Source: an optimization exercise on an open RTL-to-GDS flow (aim: small area, a short achievable clock period and few clock cycles). Production flows keep margins and buffers that such runs may drop. The RTL was checked by simulation tests, not by an equivalence proof against the original design.

## flow/design.v (module list and top-level ports; edited modules follow where they fit)
// module zmc_pdiv: 21 lines
// module zmc_mul1: 825 lines
// module zmc_mul2: 1047 lines
// module zmc_profile: 317 lines
module zmc_profile #(
    parameter PPR = 2000    
) (
    input             clk,
    input             rst,
    input             in_valid,
    output            in_ready,
    input             in_op,
    input      [31:0] in_now,
    input      [15:0] in_start,
    input      [15:0] in_target,
    input      [15:0] in_time,
    input      [15:0] in_tad,
    output reg        out_valid,
    output     [15:0] pos_sp,
    output reg [1:0]  status
);
  // ...
==> flow/flow/run.sh <==
#!/bin/bash
# The standard layout, with the port buffers made from buf_2 cells instead of
# the default choice (a delay buffer).
set -o pipefail
export BUFFER_PORTS_ARGS="-buffer_cell sky130_fd_sc_hd__buf_2"
bash standard.sh > standard.log 2>&1
==> flow/standard.sh <==
#!/bin/bash
# synth_recipe.tcl (not shown) runs the flow's synth.tcl, then flattens the netlist and writes it again
# the make line also repeats each setting of config.mk as NAME=value (left out here)
make -C /OpenROAD-flow-scripts/flow DESIGN_CONFIG=/design/flow/config.mk WORK_HOME=/design/flow/orfs CLKGATE_MAP_FILE= SYNTH_SCRIPT=/design/flow/synth_recipe.tcl "${@:-finish}"
==> flow/config.mk <==
export PLATFORM = sky130hd
export DESIGN_NAME = zmc_profile
export DESIGN_NICKNAME = zmc_profile
export VERILOG_FILES = /design/flow/design.v
export SDC_FILE = /design/flow/constraint.sdc
export NUM_CORES = 4
export LEC_CHECK = 0
export CAP_MARGIN = 60
export CORE_MARGIN = 2
export CORE_UTILIZATION = 55
export PLACE_DENSITY = 0.7
export SLEW_MARGIN = 60
==> flow/constraint.sdc <==
create_clock -name core_clock -period 22.0 [get_ports {clk}]
set_input_delay 4.4000 -clock core_clock [delete_from_list [all_inputs] [get_ports {clk}]]
set_output_delay 4.4000 -clock core_clock [all_outputs]
set_load 0.01 [all_outputs]
==> impl_metrics.csv, run 1 <==
group,metric,value,unit
clock_tree,tritoncts,"done",
critical_path,reg2reg_from,"now0[0]$_DFFE_PN_",
floorplanning,die_h,350.1,um
layout,utilization,0.6076,
sta,setup_tns,0,ns
synthesis,syn_area_per_cell,11.05,um2
grt,grt_busiest_layer,"met2",
outcome,status,"no timing/DRC/antenna violations",
layout,final_cell_area,71930,um2
grt,antenna_found_initial,0,
job,maxCapViolCount,0,
clock_tree,clkTransAtPathRegs,0.06,ns
floorplanning,rows,126,
routing,drt_iter0_markers,2759,
routing,detail_route.wl_per_cell,19.81,um
synthesis,synthTopCellsByCount,"738 x dfxtp_1, 738 x inv_1, 610 x fa_1",
clock_tree,postCtsHoldBufs,0,
layout,final_nets,7126,
synthesis,synth_cell_types,92,
routing,highest_layer,"met4",
critical_path,endpoint,"rej0$_DFFE_PN_",
clock_tree,ctsHtreeMaxLevel,3,
placed_design,placed_cell_area,68120,um2
clock_tree,clock_sinks,984,
floorplanning,tap_cells,1600,
routing,wl_met1,63600,um
grt,grt_pass1_wl,243200,um
critical_path,rrSetupSlack,16.42,ns
critical_path,criticalPathCategory,"in2reg",
synthesis,synthFlopType,"dfxtp_1",
synthesis,synth-xor-area-share,0.07234,
critical_path,reg2reg_depth,21,
floorplanning,die_w,350.1,um
critical_path,crit_cells,12,
layout,nonClockInverterCount,744,
layout,clkbuf_count,156,
synthesis,synth_area_leaders,"dfxtp_1 22%, fa_1 19%, edfxtp_1 11%",
clock_tree,cts_max_path_buffers,3,
Testbench counts, summed over its fixed seeds: cycles 12,168.
==> module zmc_profile, before the edit <==
module zmc_profile #(
    parameter PPR = 2000    
) (
    input             clk,
    input             rst,
    input             in_valid,
    output            in_ready,
    input             in_op,
    input      [31:0] in_now,
    input      [15:0] in_start,
    input      [15:0] in_target,
    input      [15:0] in_time,
    input      [15:0] in_tad,
    output reg        out_valid,
    output     [15:0] pos_sp,
    output reg [1:0]  status
);
    localparam K_MOV = 3'b000, K_DEC = 3'b010, K_DRV = 3'b100;
    localparam K_CMP = 3'b011, K_REJ = 3'b001, K_IDL = 3'b101;
    localparam integer F = 11;
    reg         rdy_q, nrdy;
    assign in_ready = rdy_q;
    wire        acc = in_valid && !nrdy;
    reg         v0, op0, rej0;
    reg  [31:0] now0;                 
    wire [15:0] tgt0 = now0[31:16];
    wire [10:0] st0  = now0[10:0];
    reg         active, cb;
    reg  [31:0] t0;
    reg  [15:0] pT, pTmA;
    reg  [15:0] pA16;                 
    wire [14:0] pA = pA16[14:0];
    reg  [10:0] pStartN, pEN;         
    reg  [10:0] pStart, pE;
    reg  [5:0]  pBn, pBo, pBt;        
    reg  [29:0] dn0, dn1;             
    reg  [4:0]  lz0, lz1;
    reg  [F:1]  vv, bk, bkn;
    reg  [2:0]  kd [1:F];
    wire [F:1]  drv;
    genvar g;
    generate
        for (g = 1; g <= F; g = g + 1) begin : g_drv
            assign drv[g] = kd[g][2] && !kd[g][0];
        end
    endgenerate
    wire        rej   = rej0;       
    wire [32:0] tf    = {1'b0, now0} - {1'b0, t0};
    wire [31:0] t     = tf[31:0];
    wire [15:0] t16   = t[15:0];
    wire [33:0] y3    = {2'b00, now0} - {2'b00, t0} - {18'd0, pT};
    wire        fin   = tf[32] ? (!y3[33] || y3[32]) : !y3[33];
    wire        ph_a  = (t16 < {1'b0, pA});
    wire        ph_d  = (t16 > pTmA);
    wire [15:0] tdiff = pT - pA16;                             
    wire        dflight = |(vv[F-2:1] & drv[F-2:1]);
    wire        dnr0    = v0 && op0 && !rej;
    wire        hold0   = dnr0 && dflight;
    wire        adv0    = v0 && !hold0;
    reg  [2:0]  k_s1;
    always @* begin
        if (op0)          k_s1 = rej ? K_REJ : K_DRV;
        else if (!active) k_s1 = K_IDL;
        else if (fin)     k_s1 = K_CMP;
        else              k_s1 = K_MOV;
    end
    reg         dph_1;
    wire [2:0]  k_s2 = (kd[1] == K_MOV && dph_1) ? K_DEC : kd[1];
    wire        bk_s1 = op0 ? !cb : cb;
    wire [11:0] e_s = {1'b0, tgt0[10:0]} + {2'b00, tgt0[15:11], 5'd0}
                    + {3'b000, tgt0[15:11], 4'd0};
    wire [10:0] e_m = (e_s >= 12'd2000) ? e_s - 12'd2000 : e_s[10:0];
    wire [15:0] u    = pT - t16;
    wire [16:0] tw   = {t16, 1'b0} - {2'b00, pA};
    wire [14:0] ks   = (pA == 15'd0) ? 15'd1 : pA;
    reg  [14:0] a1;
    reg  [16:0] b1;
    always @* begin
        if (op0)       begin a1 = ks;        b1 = {tdiff, 1'b0};         end
        else if (ph_a) begin a1 = t16[14:0]; b1 = {2'b00, t16[14:0]};    end
        else if (ph_d) begin a1 = u[14:0];   b1 = {2'b00, u[14:0]};      end
        else           begin a1 = ks;        b1 = tw;                    end
    end
    reg  [14:0] a_1;
    reg  [16:0] b_1;
    wire [30:0] m1s, m1c;
    wire [8:0]  b2n, b2o, b2t;                
    genvar gm;
    generate
        for (gm = 0; gm < 9; gm = gm + 1) begin : g_b2
            wire [2:0] tb;
            if (gm == 0) begin : g0
                assign tb = {b_1[1:0], 1'b0};
            end else if (gm == 8) begin : g8
                assign tb = {1'b0, b_1[16:15]};
            end else begin : gmid
                assign tb = b_1[2*gm+1:2*gm-1];
            end
            assign b2n[gm] = tb[2] && !(tb[1] && tb[0]);
            assign b2o[gm] = tb[1] ^ tb[0];
            assign b2t[gm] = (tb[2] && !tb[1] && !tb[0]) || (!tb[2] && tb[1] && tb[0]);
        end
    endgenerate
    zmc_mul1 u_mul1 (.x(a_1), .neg(b2n), .one(b2o), .two(b2t), .s(m1s), .c(m1c));
    reg  [30:0] m1s_2, m1c_2;
    wire [30:0] prod = m1s_2 + m1c_2;
    reg  [30:0] p_3;
    wire [31:0] lx = {p_3, 1'b1};
    wire [7:0]  lg;                           
    wire [1:0]  ll [0:7];                     
    genvar g4;
    generate
        for (g4 = 0; g4 < 8; g4 = g4 + 1) begin : g_lz
            wire [3:0] nb = lx[4*g4+3:4*g4];
            assign lg[g4] = |nb;
            assign ll[g4] = nb[3] ? 2'd0 : nb[2] ? 2'd1 : nb[1] ? 2'd2 : 2'd3;
        end
    endgenerate
    wire        li2 = |lg[7:4];
    wire        li1 = li2 ? |lg[7:6] : |lg[3:2];
    wire        li0 = li2 ? (li1 ? lg[7] : lg[5]) : (li1 ? lg[3] : lg[1]);
    wire [1:0]  lsel = ll[{li2, li1, li0}];
    wire [4:0]  lzp  = {~li2, ~li1, ~li0, lsel};
    wire [4:0]  amt  = drv[3] ? lzp : (bk[3] ? lz1 : lz0);
    wire [30:0] pn   = p_3 << amt;
    wire [11:0] dsub = {1'b0, pEN} - {1'b0, pStartN};
    wire [10:0] d_n  = dsub[11] ? dsub[10:0] + 11'd2000 : dsub[10:0];
    wire [5:0]  dbn, dbo, dbt;
    genvar gb;
    generate
        for (gb = 0; gb < 6; gb = gb + 1) begin : g_bd
            wire [2:0] tb;
            if (gb == 0) begin : g0
                assign tb = {d_n[1:0], 1'b0};
            end else if (gb == 5) begin : g5
                assign tb = {1'b0, d_n[10:9]};
            end else begin : gm
                assign tb = d_n[2*gb+1:2*gb-1];
            end
            assign dbn[gb] = tb[2] && !(tb[1] && tb[0]);
            assign dbo[gb] = tb[1] ^ tb[0];
            assign dbt[gb] = (tb[2] && !tb[1] && !tb[0]) || (!tb[2] && tb[1] && tb[0]);
        end
    endgenerate
    reg  [30:0] pn_4;
    wire [43:0] m2s, m2c;                 
    zmc_mul2 u_mul2 (.x(pn_4), .neg(pBn), .one(pBo), .two(pBt),
                     .s(m2s), .c(m2c));
    wire [11:0] nlo  = {1'b0, m2s[10:0]} + {1'b0, m2c[10:0]};
    wire [30:0] dn4  = {1'b1, bkn[4] ? dn0[29:15] : dn1[29:15],
                              bk[4]  ? dn1[14:0]  : dn0[14:0]};
    wire [32:0] f0a  = {m2s[42:11], nlo[10]};
    wire [32:0] f0b  = {m2c[42:11], 1'b1};
    wire [32:0] f0c  = ~{2'b00, dn4};
    wire [32:0] f1s  = f0a ^ f0b ^ f0c;
    wire [32:0] f1c  = {((f0a & f0b) | (f0a & f0c) | (f0b & f0c)), 1'b0};
    wire [32:0] f0d  = {31'd0, nlo[11], 1'b0};
    wire [32:0] ws1  = f1s ^ f1c ^ f0d;
    wire [32:0] wc1  = {((f1s & f1c) | (f1s & f0d) | (f1c & f0d)), 1'b0};
    wire [32:0] ws_a [1:11];
    wire [32:0] wc_a [1:11];
    wire [10:0] nb_a [1:11];
    wire [10:0] qp_a [1:11];
    wire [10:0] qn_a [1:11];
    reg  [32:0] ws_5, wc_5;
    reg  [9:0]  nb_5;
    assign ws_a[1] = ws_5;
    assign wc_a[1] = wc_5;
    assign nb_a[1] = {1'b0, nb_5};
    assign qp_a[1] = 11'b100_0000_0000;
    assign qn_a[1] = 11'd0;
    genvar s;
    generate
        for (s = 1; s < 11; s = s + 1) begin : g_srt
            localparam J  = 10 - s;           
            localparam RI = 5 + (s - 1) / 2;  
            wire [30:0] dn = {1'b1, bkn[RI] ? dn0[29:15] : dn1[29:15],
                                    bk[RI]  ? dn1[14:0]  : dn0[14:0]};
            wire [32:0] wso, wco;
            wire        qpb, qnb;
            zmc_pdiv u_step (
                .ws(ws_a[s]), .wc(wc_a[s]), .bi(nb_a[s][J]), .dn(dn),
                .ws_o(wso), .wc_o(wco), .qp(qpb), .qn(qnb)
            );
            wire [10:0] qpn = qp_a[s] | ({10'd0, qpb} << J);
            wire [10:0] qnn = qn_a[s] | ({10'd0, qnb} << J);
            if ((s % 2) == 0) begin : g_r
                reg [32:0] ws_q, wc_q;
                reg [10:0] nb_q, qp_q, qn_q;
                always @(posedge clk) begin
                    ws_q <= wso;
                    wc_q <= wco;
                    nb_q <= nb_a[s];
                    qp_q <= qpn;
                    qn_q <= qnn;
                end
                assign ws_a[s+1] = ws_q;
                assign wc_a[s+1] = wc_q;
                assign nb_a[s+1] = nb_q;
                assign qp_a[s+1] = qp_q;
                assign qn_a[s+1] = qn_q;
            end else begin : g_w
                assign ws_a[s+1] = wso;
                assign wc_a[s+1] = wco;
                assign nb_a[s+1] = nb_a[s];
                assign qp_a[s+1] = qpn;
                assign qn_a[s+1] = qnn;
            end
        end
    endgenerate
    wire [32:0] rws  = ws_a[11], rwc = wc_a[11];      
    wire [32:0] rsum = rws + rwc;
    wire [30:0] dnf  = {1'b1, bkn[10] ? dn0[29:15] : dn1[29:15],
                              bk[10]  ? dn1[14:0]  : dn0[14:0]};
    wire [32:0] dz   = {2'b00, dnf};
    wire [32:0] ts   = rws ^ rwc ^ dz;
    wire [32:0] tc   = {((rws & rwc) | (rws & dz) | (rwc & dz)), 1'b0} ;
    wire        z0   = ((rws ^ rwc) == {(rws[31:0] | rwc[31:0]), 1'b0});
    wire        zd   = ((ts ^ tc) == {(ts[31:0] | tc[31:0]), 1'b0});
    wire        rneg = rsum[32];
    wire [10:0] qs   = qp_a[11] - qn_a[11];
    wire        zq10 = kd[10][2] || kd[10][0];
    wire        dc10 = kd[10][1];
    wire [12:0] qx_n = {13{dc10}} ^ {2'b00, qs & {11{!zq10}}};
    wire [10:0] base_n = dc10 ? pE : (drv[F-1] ? pStartN : pStart);
    reg  [10:0] base_11;
    reg         neg_11, nz_11;
    reg  [12:0] qx_11;
    wire        decF = kd[F][1];
    wire        ng   = neg_11;
    wire        nze  = nz_11;
    wire [10:0] base = base_11;
    wire [12:0] qx   = qx_11;
    wire [12:0] cx   = decF ? {11'd0, ng, !ng && !nze} - {12'd0, ng && nze}
                            : {13{ng}};
    wire [12:0] sv   = {2'b00, base} + qx + cx;       
    wire [12:0] svp  = sv + 13'd2000;
    wire [12:0] svm  = sv - 13'd2000;
    wire [10:0] posn = sv[12] ? svp[10:0] : (!svm[12] ? svm[10:0] : sv[10:0]);
    reg  [10:0] pos_q;
    assign pos_sp = {5'd0, pos_q};
    wire dfl_next = (adv0 && dnr0) || |(vv[F-3:1] & drv[F-3:1]);
    integer k;
    always @(posedge clk) begin
        if (!nrdy) begin
            op0  <= in_op;
            rej0 <= ({1'b0, in_time} <= {in_tad, 1'b0});
            now0 <= in_op ? {in_target, 5'd0, in_start[10:0]} : in_now;
        end
        if (acc && in_op) begin
            t0   <= in_now;
            pT   <= in_time;
            pA16 <= in_tad;
        end
        if (v0 && op0) pTmA <= tdiff;
        if (adv0 && dnr0) begin
            pStartN <= st0;
            pEN     <= e_m;
        end
        a_1   <= a1;
        b_1   <= b1;
        m1s_2 <= m1s;
        m1c_2 <= m1c;
        p_3   <= prod;
        pn_4  <= pn;
        ws_5  <= ws1;
        wc_5  <= wc1;
        nb_5  <= nlo[9:0];
        neg_11 <= !zq10 && rneg;
        nz_11  <= !zq10 && (rneg ? !zd : !z0);
        qx_11  <= qx_n;
        if (vv[3] && drv[3]) begin
            if (bk[3]) begin dn1 <= pn[29:0]; lz1 <= amt; end
            else       begin dn0 <= pn[29:0]; lz0 <= amt; end
            pBn <= dbn;
            pBo <= dbo;
            pBt <= dbt;
        end
        base_11 <= base_n;
        if (vv[F-1] && drv[F-1]) begin
            pStart <= pStartN;
            pE     <= pEN;
        end
        pos_q  <= posn;
        status <= {kd[F][0] && !kd[F][1], kd[F][0] && (kd[F][1] || kd[F][2])};
        for (k = F; k >= 3; k = k - 1)
            kd[k]  <= kd[k-1];
        kd[2]  <= k_s2;
        dph_1  <= !ph_a && ph_d;
        for (k = F; k >= 2; k = k - 1)
            bk[k]  <= bk[k-1];
        for (k = F; k >= 5; k = k - 1)
            bkn[k] <= bkn[k-1];
        bkn[4] <= !bk[3];                 
        kd[1]  <= k_s1;
        bk[1]  <= bk_s1;
        if (adv0 && dnr0) cb <= !cb;
        if (rst) begin
            rdy_q     <= 1'b1;
            nrdy      <= 1'b0;
            v0        <= 1'b0;
            vv        <= {F{1'b0}};
            out_valid <= 1'b0;
            active    <= 1'b0;
        end else begin
            v0 <= acc || hold0;
            vv <= {vv[F-1:1], adv0};
            out_valid <= vv[F];
            if (adv0) begin
                if (op0) active <= !rej;
                else if (active && fin) active <= 1'b0;
            end
            rdy_q <= !(((acc && in_op) || hold0) && dfl_next);
            nrdy  <= ((acc && in_op) || hold0) && dfl_next;
        end
    end
endmodule
==> inputs of run 2 (changes only) <==
--- a/flow/design.v
+++ b/flow/design.v
@@ -1915,5 +1915,6 @@
     assign in_ready = rdy_q;
     wire        acc = in_valid && !nrdy;
-    reg         v0, op0, rej0;
+    reg         v0, op0, rj_lt, rj_eq, rj_le;
+    wire [16:0] in_2a = {in_tad, 1'b0};
     reg  [31:0] now0;                 
     wire [15:0] tgt0 = now0[31:16];
@@ -1938,5 +1939,5 @@
         end
     endgenerate
-    wire        rej   = rej0;       
+    wire        rej   = rj_lt || (rj_eq && rj_le);
     wire [32:0] tf    = {1'b0, now0} - {1'b0, t0};
     wire [31:0] t     = tf[31:0];
@@ -2138,5 +2139,7 @@
         if (!nrdy) begin
             op0  <= in_op;
-            rej0 <= ({1'b0, in_time} <= {in_tad, 1'b0});
+            rj_lt <= ({1'b0, in_time[15:8]} < in_2a[16:8]);
+            rj_eq <= ({1'b0, in_time[15:8]} == in_2a[16:8]);
+            rj_le <= (in_time[7:0] <= in_2a[7:0]);
             now0 <= in_op ? {in_target, 5'd0, in_start[10:0]} : in_now;
         end
--- a/flow/config.mk
+++ b/flow/config.mk
@@ -8,5 +8,5 @@
 export CAP_MARGIN = 60
 export CORE_MARGIN = 2
-export CORE_UTILIZATION = 55
-export PLACE_DENSITY = 0.7
+export CORE_UTILIZATION = 70
+export PLACE_DENSITY = 0.8
 export SLEW_MARGIN = 60
==> run 2 against run 1 <==
Net effect:
- via count up 4.6%
- cell count down 3.6%
- wire length up 5.1%
- synthesized area up 0.14%
- first-iteration DRC count up 23%
- worst hold slack worse by 0.0040 ns
- sequential cell count up 2
- critical endpoint is now g_srt[2].g_r.ws_q[28]$_DFF_P_
==> impl_metrics.csv, run 2 <==
group,metric,value,unit
floorplanning,core_area,93330,um2
critical_path,cp-end-kind,"flop",
routing,route.detailed.drc,0,
clock_tree,cts_made_buffers,101,
grt,antenna_found_initial,4,
routing,wirelength,159100,um
grt,grt_pass1_vias,46590,
synthesis,syn_area_per_cell,10.95,um2
routing,vias_per_cell,6.059,
clock_tree,cts_resized,0,
synthesis,synth_top_area_share,0.2240,
synthesis,synth_warnings,3,
sta,finClkSkew,0.04416,ns
clock_tree,postCtsHoldBufs,0,
floorplanning,die-area,96700,um2
placed_design,placed_cell_area,67950,um2
sta,hold_violations,0,
layout,drive_gt1_frac,0.09438,
routing,drt_iter0_markers,3385,
clock_tree,ctsHtreeMaxLevel,3,
grt,grt_overflow,0,
routing,detail_route.wl_per_cell,21.61,um
synthesis,synthTopCellsByCount,"744 x inv_1, 738 x dfxtp_1, 610 x fa_1",
critical_path,path_max_fanout,34,
synthesis,synth_cells,6025,
layout,fill_cells,6160,
layout,ff_latch_area,22260,um2
critical_path,reg2reg_from,"ws_5[30]$_DFF_P_",
clock_tree,postCtsSetupBuffers,0,
sta,tightest_slew,0.6374,ns
critical_path,required,22.57,ns
hold_path,hp-class,"reg2reg",
floorplanning,die_h,311.0,um
placed_design,dp_hpwl,121100,um
floorplanning,pin_count,120,
synthesis,synth_cell_types,91,
routing,dr_total_vias,44600,
clock_tree,clock_sinks,986,
grt,grt_max_degree,63,
sta,max_clock_freq,0.1754,GHz
synthesis,synth_edf_count,248,
critical_path,cp-startpoint,"ws_5[30]$_DFF_P_",
synthesis,post-synth-top-count-cell,"inv_1",
synthesis,synthFlopType,"dfxtp_1",
layout,reg_top3,"g_srt.g_r.wc_q x165, g_srt.g_r.ws_q x165",
layout,final_cell_area,71470,um2
critical_path,criticalPathCategory,"reg2reg",
synthesis,synth_area_leaders,"dfxtp_1 22%, fa_1 19%, edfxtp_1 11%",
sta,layout_min_cycle_time,5.703,ns
sta,finalCritPeriodShare,0.2592,
synthesis,synth_area,65960,um2
synthesis,synth-seq-cells,986,
critical_path,worst_setup_path_start_kind,"flop",
synthesis,synth_area_leader_cell,"dfxtp_1",
placed_design,port_buffers,109,
synthesis,yosysSeqAreaShare,0.3369,
clock_tree,clkTransAtPathRegs,0.06,ns
sta,finalSetupViolCount,0,
layout,area_delta_synth_final,8.356,%
grt,track_usage,0.3301,
sta,setup_tns,0,ns
floorplanning,rows,112,
clock_tree,cts_max_path_buffers,3,
floorplanning,start_util,0.7067,
placed_design,place_congestion,0.9234,
layout,final_common_cell,"inv_1",
layout,final_cell_mix,"739 x inv_1, 711 x dfxtp_1, 610 x fa_1, 558 x mux2i_1, 464 x ha_1",
clock_tree,tritoncts,"done",
job,maxCapViolCount,0,
hold_path,hold_path_startpoint,"kd[3][1]$_DFF_P_",
grt,grt_pass1_wl,252400,um
sta,relSlewSlack,0.5735,
clock_tree,cts-root-buf,"clkbuf_16",
layout,multi_input_area,40220,um2
synthesis,synth_async_sr_flop_share,0,
sta,finalMaxSlewViolations,0,
outcome,status,"no timing/DRC/antenna violations",
clock_tree,clk_latency,0.71,ns
floorplanning,die_w,311.0,um
critical_path,arrival,6.28,ns
layout,final_nets,7194,
routing,first_pass_iters,6,
routing,drtAntennaViolNets,0,
sta,rsz0062_at_grt,"false",
[run 2: worst paths after layout]
kind,to,slack (ns),cells after the start
max,g_srt[2].g_r.ws_q[28]$_DFF_P_,16.30,17
min reg2reg,kd[4][1]$_DFF_P_,0.32,0
max reg2reg,g_srt[2].g_r.ws_q[28]$_DFF_P_,16.30,17
min,kd[4][1]$_DFF_P_,0.32,0
[run 2: per-stage QoR]
stage	util	hold WS, ns	setup slack (ns)	instances
detailed placement	0.7280	0.3121	15.85	7164
floorplan	-	0.3096	15.18	6029
finish	0.7658	0.3190	16.30	7361
global route	0.7658	0.3209	16.05	7361
CTS	0.7646	0.3150	16.34	7354
global placement	0.7229	0.3102	15.54	7152
[run 2: layout make-up]
class,instances,share of cell area
Multi-Input combinational cell,3989,0.5628
Tap cell,1254,0.02195
Antenna cell,4,0.0001401
Clock buffer,131,0.03865
Sequential cell,986,0.3114
Clock inverter,59,0.009138
Inverter,754,0.03974
Timing Repair Buffer,184,0.01618
[run 2: cell families after synthesis]
group                    synth area share
XOR/XNOR                          0.07197
multiplexers                       0.1006
buffers and inverters             0.06083
other                          0.00005685
flip-flops                         0.3369
adder cells (fa/ha/maj)            0.2742
AO/OA/AOI/OAI                      0.1007
AND/OR/NAND/NOR                   0.05473
[run 2: critical path, cell delays in order (launching register included)]
cell and delay, ns:
dfxtp_1 0.46, ha_1 0.30, a21o_1 0.19, a21oi_1 0.25, xnor2_2 0.16, buf_4 0.40, nand2_4 0.33, mux2i_1 0.29
fa_1 0.49, ha_1 0.28, a21o_1 0.22, a21oi_1 0.23, xnor2_1 0.23, xnor2_2 0.17, buf_4 0.42, nand2_4 0.34
mux2i_1 0.36, fa_1 0.46
[run 2: metal layers]
layer	part of all wire	track usage	up-vias
met5	0	0	-
met4	0.057	0.1781	0
met3	0.059	0.03966	424
met2	0.49	0.5657	1703
met1	0.39	0.4096	22040
li1	-	-	20440
Testbench counts of run 2, summed over its fixed seeds: cycles 12,168.
==> inputs of run 3 (changes only) <==
--- a/flow/config.mk
+++ b/flow/config.mk
@@ -8,5 +8,5 @@
 export CAP_MARGIN = 60
 export CORE_MARGIN = 2
-export CORE_UTILIZATION = 70
+export CORE_UTILIZATION = 55
 export PLACE_DENSITY = 0.8
 export SLEW_MARGIN = 60
==> run 3 against run 2 <==
Net effect:
- critical path type is now reg2out
- largest cell class unchanged
- die area is 27% higher
- non-clock buffer count is 8 lower
- synthesized cell count stayed put
- still clean on timing, DRC and antenna
==> impl_metrics.csv, run 3 <==
group,metric,value,unit
layout,final_common_cell,"inv_1",
critical_path,criticalPathCategory,"reg2out",
routing,vias_per_cell,5.724,
synthesis,synth_area,65960,um2
routing,route.detailed.drc,0,
floorplanning,die-area,122700,um2
critical_path,worst_setup_path_start_kind,"flop",
clock_tree,postCtsSetupBuffers,0,
critical_path,reg2reg_depth,19,
clock_tree,cts-root-buf,"clkbuf_16",
synthesis,yosysSeqAreaShare,0.3369,
placed_design,place_congestion,0.9224,
placed_design,dp_hpwl,120300,um
placed_design,dpl.cell_count,7515,
grt,grt_pass1_wl,249700,um
synthesis,synth_async_sr_flop_share,0,
critical_path,path_buf_inv,1,
routing,wirelength,156500,um
sta,setup_tns,0,ns
clock_tree,clkTransAtPathRegs,0.06,ns
clock_tree,cts_max_path_buffers,3,
floorplanning,die_w,350.3,um
critical_path,path_max_fanout,1,
job,maxCapViolCount,0,
layout,final_cell_mix,"739 x inv_1, 711 x dfxtp_1, 610 x fa_1, 558 x mux2i_1, 462 x ha_1",
floorplanning,core_area,119500,um2
layout,final_nets,7189,
floorplanning,pin_count,120,
critical_path,worstPathCellList,"buf_2",
sta,hold_violations,0,
clock_tree,ctsHtreeMaxLevel,3,
floorplanning,rows,127,
placed_design,post-place-ws,15.78,ns
sta,rsz0062_at_grt,"false",
grt,track_usage,0.2566,
synthesis,post-synth-top-count-cell,"inv_1",
routing,drt_iter0_markers,3151,
sta,finalCritPeriodShare,0.2569,
critical_path,cp-end-kind,"output pin",
routing,detail_route.wl_per_cell,20.29,um
synthesis,syn_area_per_cell,10.95,um2
routing,drtAntennaViolNets,0,
grt,grt_overflow,0,
synthesis,synth_area_leader_cell,"dfxtp_1",
clock_tree,postCtsHoldBufs,0,
synthesis,synth_cells,6025,
layout,drive_gt1_frac,0.09605,
grt,grt_max_degree,54,
synthesis,synth_top_area_share,0.2240,
clock_tree,cts_resized,0,
layout,fill_cells,9468,
sta,layout_min_cycle_time,5.652,ns
grt,antenna_found_initial,2,
synthesis,synthTopCellsByCount,"744 x inv_1, 738 x dfxtp_1, 610 x fa_1",
clock_tree,cts_made_buffers,104,
critical_path,cp_slowest_cell,"dfxtp_1",
synthesis,synth_warnings,3,
synthesis,synth_edf_count,248,
sta,setup_slack,16.35,ns
synthesis,synth_area_leaders,"dfxtp_1 22%, fa_1 19%, edfxtp_1 11%",
synthesis,synth_cell_types,91,
layout,ff_latch_area,22260,um2
sta,finalMaxSlewViolations,0,
critical_path,arrival,1.25,ns
hold_path,hp-class,"reg2reg",
layout,finalNonFillerCells,7715,
sta,max_clock_freq,0.1769,GHz
sta,relSlewSlack,0.5587,
clock_tree,tritoncts,"done",
sta,tightest_slew,0.6584,ns
outcome,status,"no timing/DRC/antenna violations",
sta,finalSetupViolCount,0,
placed_design,port_buffers,109,
routing,dr_total_vias,44160,
layout,multi_input_area,40260,um2
sta,finClkSkew,0.04566,ns
hold_path,holdPathStages,0,
placed_design,placed_cell_area,68340,um2
synthesis,synthFlopType,"dfxtp_1",
critical_path,crit_cells,1,
grt,grt_pass1_vias,46410,
critical_path,critPathMaxStageDelay,0.39,ns
layout,area_delta_synth_final,9.255,%
clock_tree,clk_latency,0.71,ns
floorplanning,start_util,0.5520,
layout,final_cell_area,72060,um2
routing,first_pass_iters,8,
floorplanning,die_h,350.3,um
critical_path,path_delay_family,"flip-flops",
synthesis,synth-seq-cells,986,
layout,reg_top3,"g_srt.g_r.wc_q x165, g_srt.g_r.ws_q x165",
clock_tree,clock_sinks,986,
critical_path,required,17.60,ns
-- run 3: routing by layer --
layer  vias up  GRT usage  part of all wire
li1      20400          -                 -
met1     21950     0.3213              0.41
met2      1470     0.4528              0.50
met3       346    0.02974             0.055
met4         2     0.1005             0.039
met5         -          0          0.000070
-- run 3: through the flow --
step,hold WS [ns],util
floorplan,0.3096,-
global placement,0.3115,0.5682
detailed placement,0.3121,0.5719
CTS,0.3192,0.6021
global route,0.3279,0.6030
finish,0.3185,0.6031
-- run 3: logic make-up (layout without fill, tap and decap cells) --
family / after synthesis / count (layout) / share of synthesized area
xor+xnor: 542 / 542 / 0.07197
buf+inv: 1054 / 1126 / 0.06083
fa+ha+maj: 1080 / 1080 / 0.2742
mux: 648 / 648 / 0.1006
other cells: 1 / 7 / 0.00005685
flops: 986 / 986 / 0.3369
simple gates: 743 / 743 / 0.05473
compound gates: 971 / 971 / 0.1007
-- run 3: final cells by class --
cell class | instances | share of cell area
multi-input cells | 3989 | 0.5587
flip-flops and latches | 986 | 0.3088
clock buffers | 147 | 0.04243
inverters | 754 | 0.03941
well taps | 1612 | 0.02799
repair buffers | 176 | 0.01498
clock inverters | 49 | 0.007553
diodes | 2 | 0.00006945
-- run 3: path summary, 6_finish.rpt --
| check | from | to | slack (ns) |
|---|---|---|---|
| worst min-delay path | g_srt[6].g_r.qp_q[7]$_DFF_P_ | g_srt[8].g_r.qp_q[7]$_DFF_P_ | 0.32 |
| worst max register to register | now0[0]$_DFFE_PN_ | b_1[14]$_DFF_P_ | 16.47 |
| worst max-delay path | rdy_q$_SDFF_PP1_ | in_ready | 16.35 |
| worst min register to register | g_srt[6].g_r.qp_q[7]$_DFF_P_ | g_srt[8].g_r.qp_q[7]$_DFF_P_ | 0.32 |
==> inputs of run 4 (changes only) <==
--- a/flow/config.mk
+++ b/flow/config.mk
@@ -9,4 +9,4 @@
 export CORE_MARGIN = 2
 export CORE_UTILIZATION = 55
-export PLACE_DENSITY = 0.8
+export PLACE_DENSITY = 0.7
 export SLEW_MARGIN = 60
==> run 4 against run 3 <==
Net effect:
- first-iteration DRC count fell by 8.8%
- global-route usage increased by 0.57 points
- critical endpoint unchanged
- core utilization grew 0.084 points
==> impl_metrics.csv, run 4 <==
group,metric,value,unit
outcome,status,"no timing/DRC/antenna violations",
critical_path,required,17.60,ns
critical_path,path_buf_inv,1,
floorplanning,die-area,122700,um2
clock_tree,postCtsSetupBuffers,0,
grt,grt_overflow,0,
synthesis,yosysSeqAreaShare,0.3369,
layout,num_antenna_cells,0,
synthesis,synth_top_family_by_area,"adder cells",
synthesis,synth_async_sr_flop_share,0,
synthesis,synth-xor-area-share,0.07197,
sta,finalCritPeriodShare,0.2570,
job,maxCapViolCount,0,
sta,finalSetupViolCount,0,
clock_tree,ctsHtreeMaxLevel,3,
synthesis,syn_area_per_cell,10.95,um2
clock_tree,clk_latency,0.72,ns
grt,grt_pass1_wl,252700,um
synthesis,synth_area,65960,um2
sta,rsz0062_at_grt,"false",
clock_tree,cts_max_path_buffers,3,
hold_path,hp-class,"reg2reg",
routing,vias_per_cell,5.671,
routing,first_pass_iters,6,
clock_tree,cts_resized,0,
synthesis,synth_area_leaders,"dfxtp_1 22%, fa_1 19%, edfxtp_1 11%",
sta,hold_violations,0,
floorplanning,die_w,350.3,um
grt,track_usage,0.2623,
clock_tree,clock_sinks,986,
sta,finalMaxSlewViolations,0,
placed_design,port_buffers,109,
synthesis,synth-seq-cells,986,
floorplanning,pin_count,120,
layout,final_common_cell,"inv_1",
synthesis,synthTopCellsByCount,"744 x inv_1, 738 x dfxtp_1, 610 x fa_1",
sta,relSlewSlack,0.5841,
critical_path,rrSetupSlack,16.53,ns
critical_path,critPathMaxStageDelay,0.40,ns
critical_path,cp-end-kind,"output pin",
grt,antenna_found_initial,2,
floorplanning,start_util,0.5520,
routing,route.detailed.drc,0,
clock_tree,postCtsHoldBufs,0,
synthesis,synth_warnings,3,
placed_design,dp_hpwl,122900,um
clock_tree,tritoncts,"done",
grt,grt_max_degree,58,
placed_design,place_congestion,0.9154,
synthesis,synth_cell_types,91,
synthesis,synth_top_area_share,0.2240,
layout,reg_top3,"g_srt.g_r.wc_q x165, g_srt.g_r.ws_q x165",
clock_tree,cts_made_buffers,104,
synthesis,post-synth-top-count-cell,"inv_1",
layout,final_cell_mix,"739 x inv_1, 709 x dfxtp_1, 610 x fa_1, 558 x mux2i_1, 462 x ha_1",
critical_path,criticalPathCategory,"reg2out",
critical_path,path_delay_family,"flip-flops",
synthesis,synth-simple-area-share,0.05473,
synthesis,synthAdderAreaFrac,0.2742,
synthesis,synth_edf_count,248,
critical_path,worstPathCellList,"buf_2",
sta,max_clock_freq,0.1769,GHz
layout,area_delta_synth_final,9.407,%
floorplanning,core_area,119500,um2
grt,grt_pass1_vias,45340,
routing,dr_total_vias,43800,
routing,wirelength,159000,um
routing,drt_iter0_markers,2875,
sta,fin_hold_ws,0.3186,ns
synthesis,synth_compound_area_frac,0.1007,
critical_path,path_max_fanout,1,
synthesis,synthFlopType,"dfxtp_1",
critical_path,cp_slowest_cell,"dfxtp_1",
sta,tightest_slew,0.6217,ns
sta,setup_tns,0,ns
clock_tree,cts-root-buf,"clkbuf_16",
layout,drive_gt1_frac,0.09802,
routing,drtAntennaViolNets,0,
clock_tree,clkTransAtPathRegs,0.06,ns
routing,detail_route.wl_per_cell,20.58,um
layout,final_nets,7198,
floorplanning,rows,127,
floorplanning,die_h,350.3,um
sta,finClkSkew,0.04378,ns
sta,layout_min_cycle_time,5.653,ns
critical_path,arrival,1.25,ns
synthesis,synth_area_leader_cell,"dfxtp_1",
critical_path,worst_setup_path_start_kind,"flop",
synthesis,synth_cells,6025,
synthesis,synthMuxAreaShare,0.1006,
==> run 4: cell counts after synthesis <==
No cell type changed its count.
==> run 4: kinds of logic (layout without fill, tap and decap cells) <==
| group | after synthesis | in the layout |
|---|---|---|
| simple gates | 743 | 743 |
| buf+inv | 1054 | 1136 |
| mux | 648 | 648 |
| compound gates | 971 | 971 |
| other cells | 1 | 5 |
| xor+xnor | 542 | 542 |
| fa+ha+maj | 1080 | 1080 |
| flops | 986 | 986 |
==> run 4: per-layer routing <==
metal	wire, um	vias up	part of all wire	GRT usage
li1	-	20440	-	-
met1	66310	21650	0.42	0.3335
met2	76760	1358	0.48	0.4499
met4	7542	2	0.047	0.1121
met5	13	-	0.000082	0
met3	8347	352	0.053	0.03393
==> run 4: path summary, 6_finish.rpt <==
check,startpoint,to,depth (start not counted)
setup / recovery,rdy_q$_SDFF_PP1_,in_ready,1
hold / removal,kd[4][1]$_DFF_P_,kd[5][1]$_DFF_P_,0
setup reg to reg,now0[4]$_DFFE_PN_,kd[1][0]$_DFF_P_,17
hold reg to reg,kd[4][1]$_DFF_P_,kd[5][1]$_DFF_P_,0
==> run 4: cell type report <==
type                    instances  area (um2)
well taps                    1612        2017
clock inverters                64       688.2
flip-flops and latches        986       22260
fillers                      9814       47330
repair buffers                185        1171
inverters                     754        2840
multi-input cells            3989       40230
clock buffers                 133        2955
==> run 4: metrics by stage <==
| step | setup WS, ns | instance area, um2 | std cells | util |
|---|---|---|---|---|
| 3_3_place_gp | 15.35 | 67930 | 7512 | 0.5685 |
| 5_1_grt | 16.19 | 72160 | 7723 | 0.6039 |
| 3_5_place_dp | 15.80 | 68320 | 7522 | 0.5717 |
| 6_report | 16.35 | 72160 | 7723 | 0.6039 |
| 2_1_floorplan | 15.18 | 65970 | 6029 | - |
| 4_1_cts | 16.31 | 71960 | 7719 | 0.6022 |
==> inputs of run 5 (changes only) <==
--- a/flow/config.mk
+++ b/flow/config.mk
@@ -6,7 +6,7 @@
 export NUM_CORES = 4
 export LEC_CHECK = 0
-export CAP_MARGIN = 60
+export CAP_MARGIN = 40
 export CORE_MARGIN = 2
 export CORE_UTILIZATION = 55
 export PLACE_DENSITY = 0.7
-export SLEW_MARGIN = 60
+export SLEW_MARGIN = 40
==> run 5 against run 4 <==
Net effect:
- still clean on timing, DRC and antenna
- core utilization down 0.41 points
- design area down 0.68%
- fmax down 2.8%
- synthesized area unchanged
- register-to-register slack worse by 0.35 ns
- worst setup slack worse by 0.16 ns
- die area unchanged
- critical path type is now reg2reg
- critical endpoint is now g_srt[2].g_r.ws_q[19]$_DFF_P_
- highest routed layer is now met4
==> impl_metrics.csv, run 5 <==
group,metric,value,unit
critical_path,critPathMaxStageDelay,0.52,ns
grt,grt_pass1_wl,254700,um
synthesis,post-synth-top-count-cell,"inv_1",
critical_path,path_delay_family,"adder cells",
clock_tree,postCtsSetupBuffers,0,
layout,final_common_cell,"inv_1",
clock_tree,cts-root-buf,"clkbuf_16",
synthesis,synth_area_leader_cell,"dfxtp_1",
layout,final_cell_mix,"744 x inv_1, 717 x dfxtp_1, 610 x fa_1, 558 x mux2i_1, 468 x ha_1",
clock_tree,cts_resized,0,
routing,first_pass_iters,6,
clock_tree,ctsHtreeMaxLevel,3,
clock_tree,postCtsHoldBufs,0,
routing,drt_iter0_markers,3033,
synthesis,synth_cells,6025,
critical_path,criticalPathCategory,"reg2reg",
floorplanning,start_util,0.5520,
sta,finClkSkew,0.06067,ns
critical_path,cp_slowest_cell,"nand2_2",
sta,finalMaxSlewViolations,0,
layout,utilization,0.5998,
synthesis,yosysSeqAreaShare,0.3369,
routing,dr_total_vias,43770,
clock_tree,clock_sinks,986,
sta,tightest_slew,0.8829,ns
layout,area_delta_synth_final,8.661,%
routing,wirelength,159400,um
synthesis,syn_area_per_cell,10.95,um2
sta,max_clock_freq,0.1720,GHz
floorplanning,core_area,119500,um2
sta,setup_tns,0,ns
synthesis,synth_area,65960,um2
placed_design,dp_hpwl,123100,um
sta,layout_min_cycle_time,5.815,ns
clock_tree,clk_latency,0.72,ns
layout,final_nets,7186,
critical_path,worst_setup_path_start_kind,"flop",
grt,track_usage,0.2641,
critical_path,path_buf_inv,2,
sta,finalSetupViolCount,0,
critical_path,cp-end-kind,"flop",
routing,route.detailed.drc,0,
critical_path,required,22.57,ns
clock_tree,tritoncts,"done",
routing,vias_per_cell,5.678,
job,maxCapViolCount,0,
grt,grt_pass1_vias,45770,
floorplanning,pin_count,120,
sta,finalCritPeriodShare,0.2643,
sta,relSlewSlack,0.4106,
placed_design,port_buffers,109,
floorplanning,rows,127,
floorplanning,die_h,350.3,um
synthesis,synthTopCellsByCount,"744 x inv_1, 738 x dfxtp_1, 610 x fa_1",
synthesis,synthFlopType,"dfxtp_1",
grt,grt_overflow,0,
sta,rsz0062_at_grt,"false",
layout,drive_gt1_frac,0.08482,
clock_tree,cts_made_buffers,105,
clock_tree,cts_max_path_buffers,3,
grt,antenna_found_initial,1,
outcome,status,"no timing/DRC/antenna violations",
floorplanning,die_w,350.3,um
critical_path,path_max_fanout,34,
synthesis,synth-seq-cells,986,
synthesis,synth_area_leaders,"dfxtp_1 22%, fa_1 19%, edfxtp_1 11%",
sta,hold_violations,0,
synthesis,synth_edf_count,248,
layout,reg_top3,"g_srt.g_r.wc_q x165, g_srt.g_r.ws_q x165",
sta,setup_slack,16.18,ns
placed_design,post-place-ws,15.34,ns
critical_path,arrival,6.38,ns
critical_path,worstPathCellList,"ha_1 -> a21o_1 -> a21oi_1 -> xnor2_2 -> buf_4 -> nand2_2 -> mux2i_1 -> fa_1 -> ha_1 -> a21o_1 -> a21oi_1 -> xnor2_1 -> xnor2_2 -> buf_4 -> nand2_2 -> mux2i_1 -> fa_1",
synthesis,synth_warnings,3,
grt,grt_max_degree,58,
hold_path,hp-class,"reg2reg",
floorplanning,die-area,122700,um2
routing,drtAntennaViolNets,0,
clock_tree,clkTransAtPathRegs,0.06,ns
routing,detail_route.wl_per_cell,20.68,um
synthesis,synth_top_area_share,0.2240,
synthesis,synth_cell_types,91,
synthesis,synth_async_sr_flop_share,0,
placed_design,place_congestion,0.9154,
sta,fin_hold_ws,0.3243,ns
run 5: final timing paths:
kind,end,slack [ns],startpoint,cells after the start
worst max register to register,g_srt[2].g_r.ws_q[19]$_DFF_P_,16.18,ws_5[30]$_DFF_P_,17
worst min-delay path,g_srt[8].g_r.qn_q[7]$_DFF_P_,0.32,g_srt[6].g_r.qn_q[7]$_DFF_P_,0
worst min register to register,g_srt[8].g_r.qn_q[7]$_DFF_P_,0.32,g_srt[6].g_r.qn_q[7]$_DFF_P_,0
worst max-delay path,g_srt[2].g_r.ws_q[19]$_DFF_P_,16.18,ws_5[30]$_DFF_P_,17
run 5: worst reg2reg max path, cell delays in order (launching register included):
cell,delay (ns)
dfxtp_1,0.45
ha_1,0.27
a21o_1,0.17
a21oi_1,0.23
xnor2_2,0.14
buf_4,0.37
nand2_2,0.50
mux2i_1,0.36
fa_1,0.48
ha_1,0.25
a21o_1,0.18
a21oi_1,0.18
xnor2_1,0.18
xnor2_2,0.13
buf_4,0.39
nand2_2,0.53
mux2i_1,0.41
fa_1,0.44
run 5: final cells by class:
class	count	area, um2
Multi-Input combinational cell	3989	39950
Clock buffer	143	2922
Fill cell	9955	47820
Clock inverter	51	678.2
Antenna cell	1	2.502
Tap cell	1612	2017
Timing Repair Buffer	172	1025
Inverter	754	2835
Sequential cell	986	22250
run 5: metrics by stage:
step	instances	instance area, um2
3_5_place_dp	7513	68040
4_1_cts	7707	71640
6_report	7708	71670
5_1_grt	7707	71670
3_3_place_gp	7512	67930
2_1_floorplan	6029	65970
run 5: kinds of logic (layout without fill, tap and decap cells):
family,count (synthesis),after routing,share of synthesized area
AOI/OAI and AO/OA,971,971,0.1007
xor gates and xnor gates,542,542,0.07197
adders and majority gates,1080,1080,0.2742
buffers and inverters,1054,1120,0.06083
DFF,986,986,0.3369
muxes,648,648,0.1006
other,1,6,0.00005685
and+or+nand+nor,743,743,0.05473
run 5: layer usage:
layer,up-vias,part of all wire,global-route usage
met2,1389,0.48,0.4513
met3,322,0.055,0.03425
met5,-,0,0
met1,21660,0.42,0.3365
li1,20400,-,-
met4,0,0.044,0.1150

## separate check: timing with driven ports
Ports are ideal in the flow. The routed layouts listed here were re-timed in OpenROAD. Step 1, drivers: a clkbuf_16 drives clk and a buf_2 each remaining input, both assumed. Step 2 also shifts input and output timing later by t, the mid clock arrival at the registers, as if the neighbouring blocks saw the same clock. Slacks: ideal ports / drivers / drivers and shift; pairs: ideal ports / drivers.
run	shift t [ns]	setup WS [ns]	worst setup path at the end	worst slew at a driven data input, ns
run 1	0.748	16.201 / 16.252 / 15.505	input to register	0.05
run 2	0.756	16.297 / 16.297 / 15.860	input to register	0.07
run 3	0.772	16.348 / 16.272 / 15.727	input to register	0.06
run 4	0.770	16.347 / 16.270 / 15.801	input to register	0.06
run 5	0.770	16.185 / 16.185 / 15.637	input to register	0.06
After both steps every run listed still meets setup and hold. For run 1, which loses most, drivers alone change the setup slack by +0.051 ns; drivers and shift together by -0.696 ns.
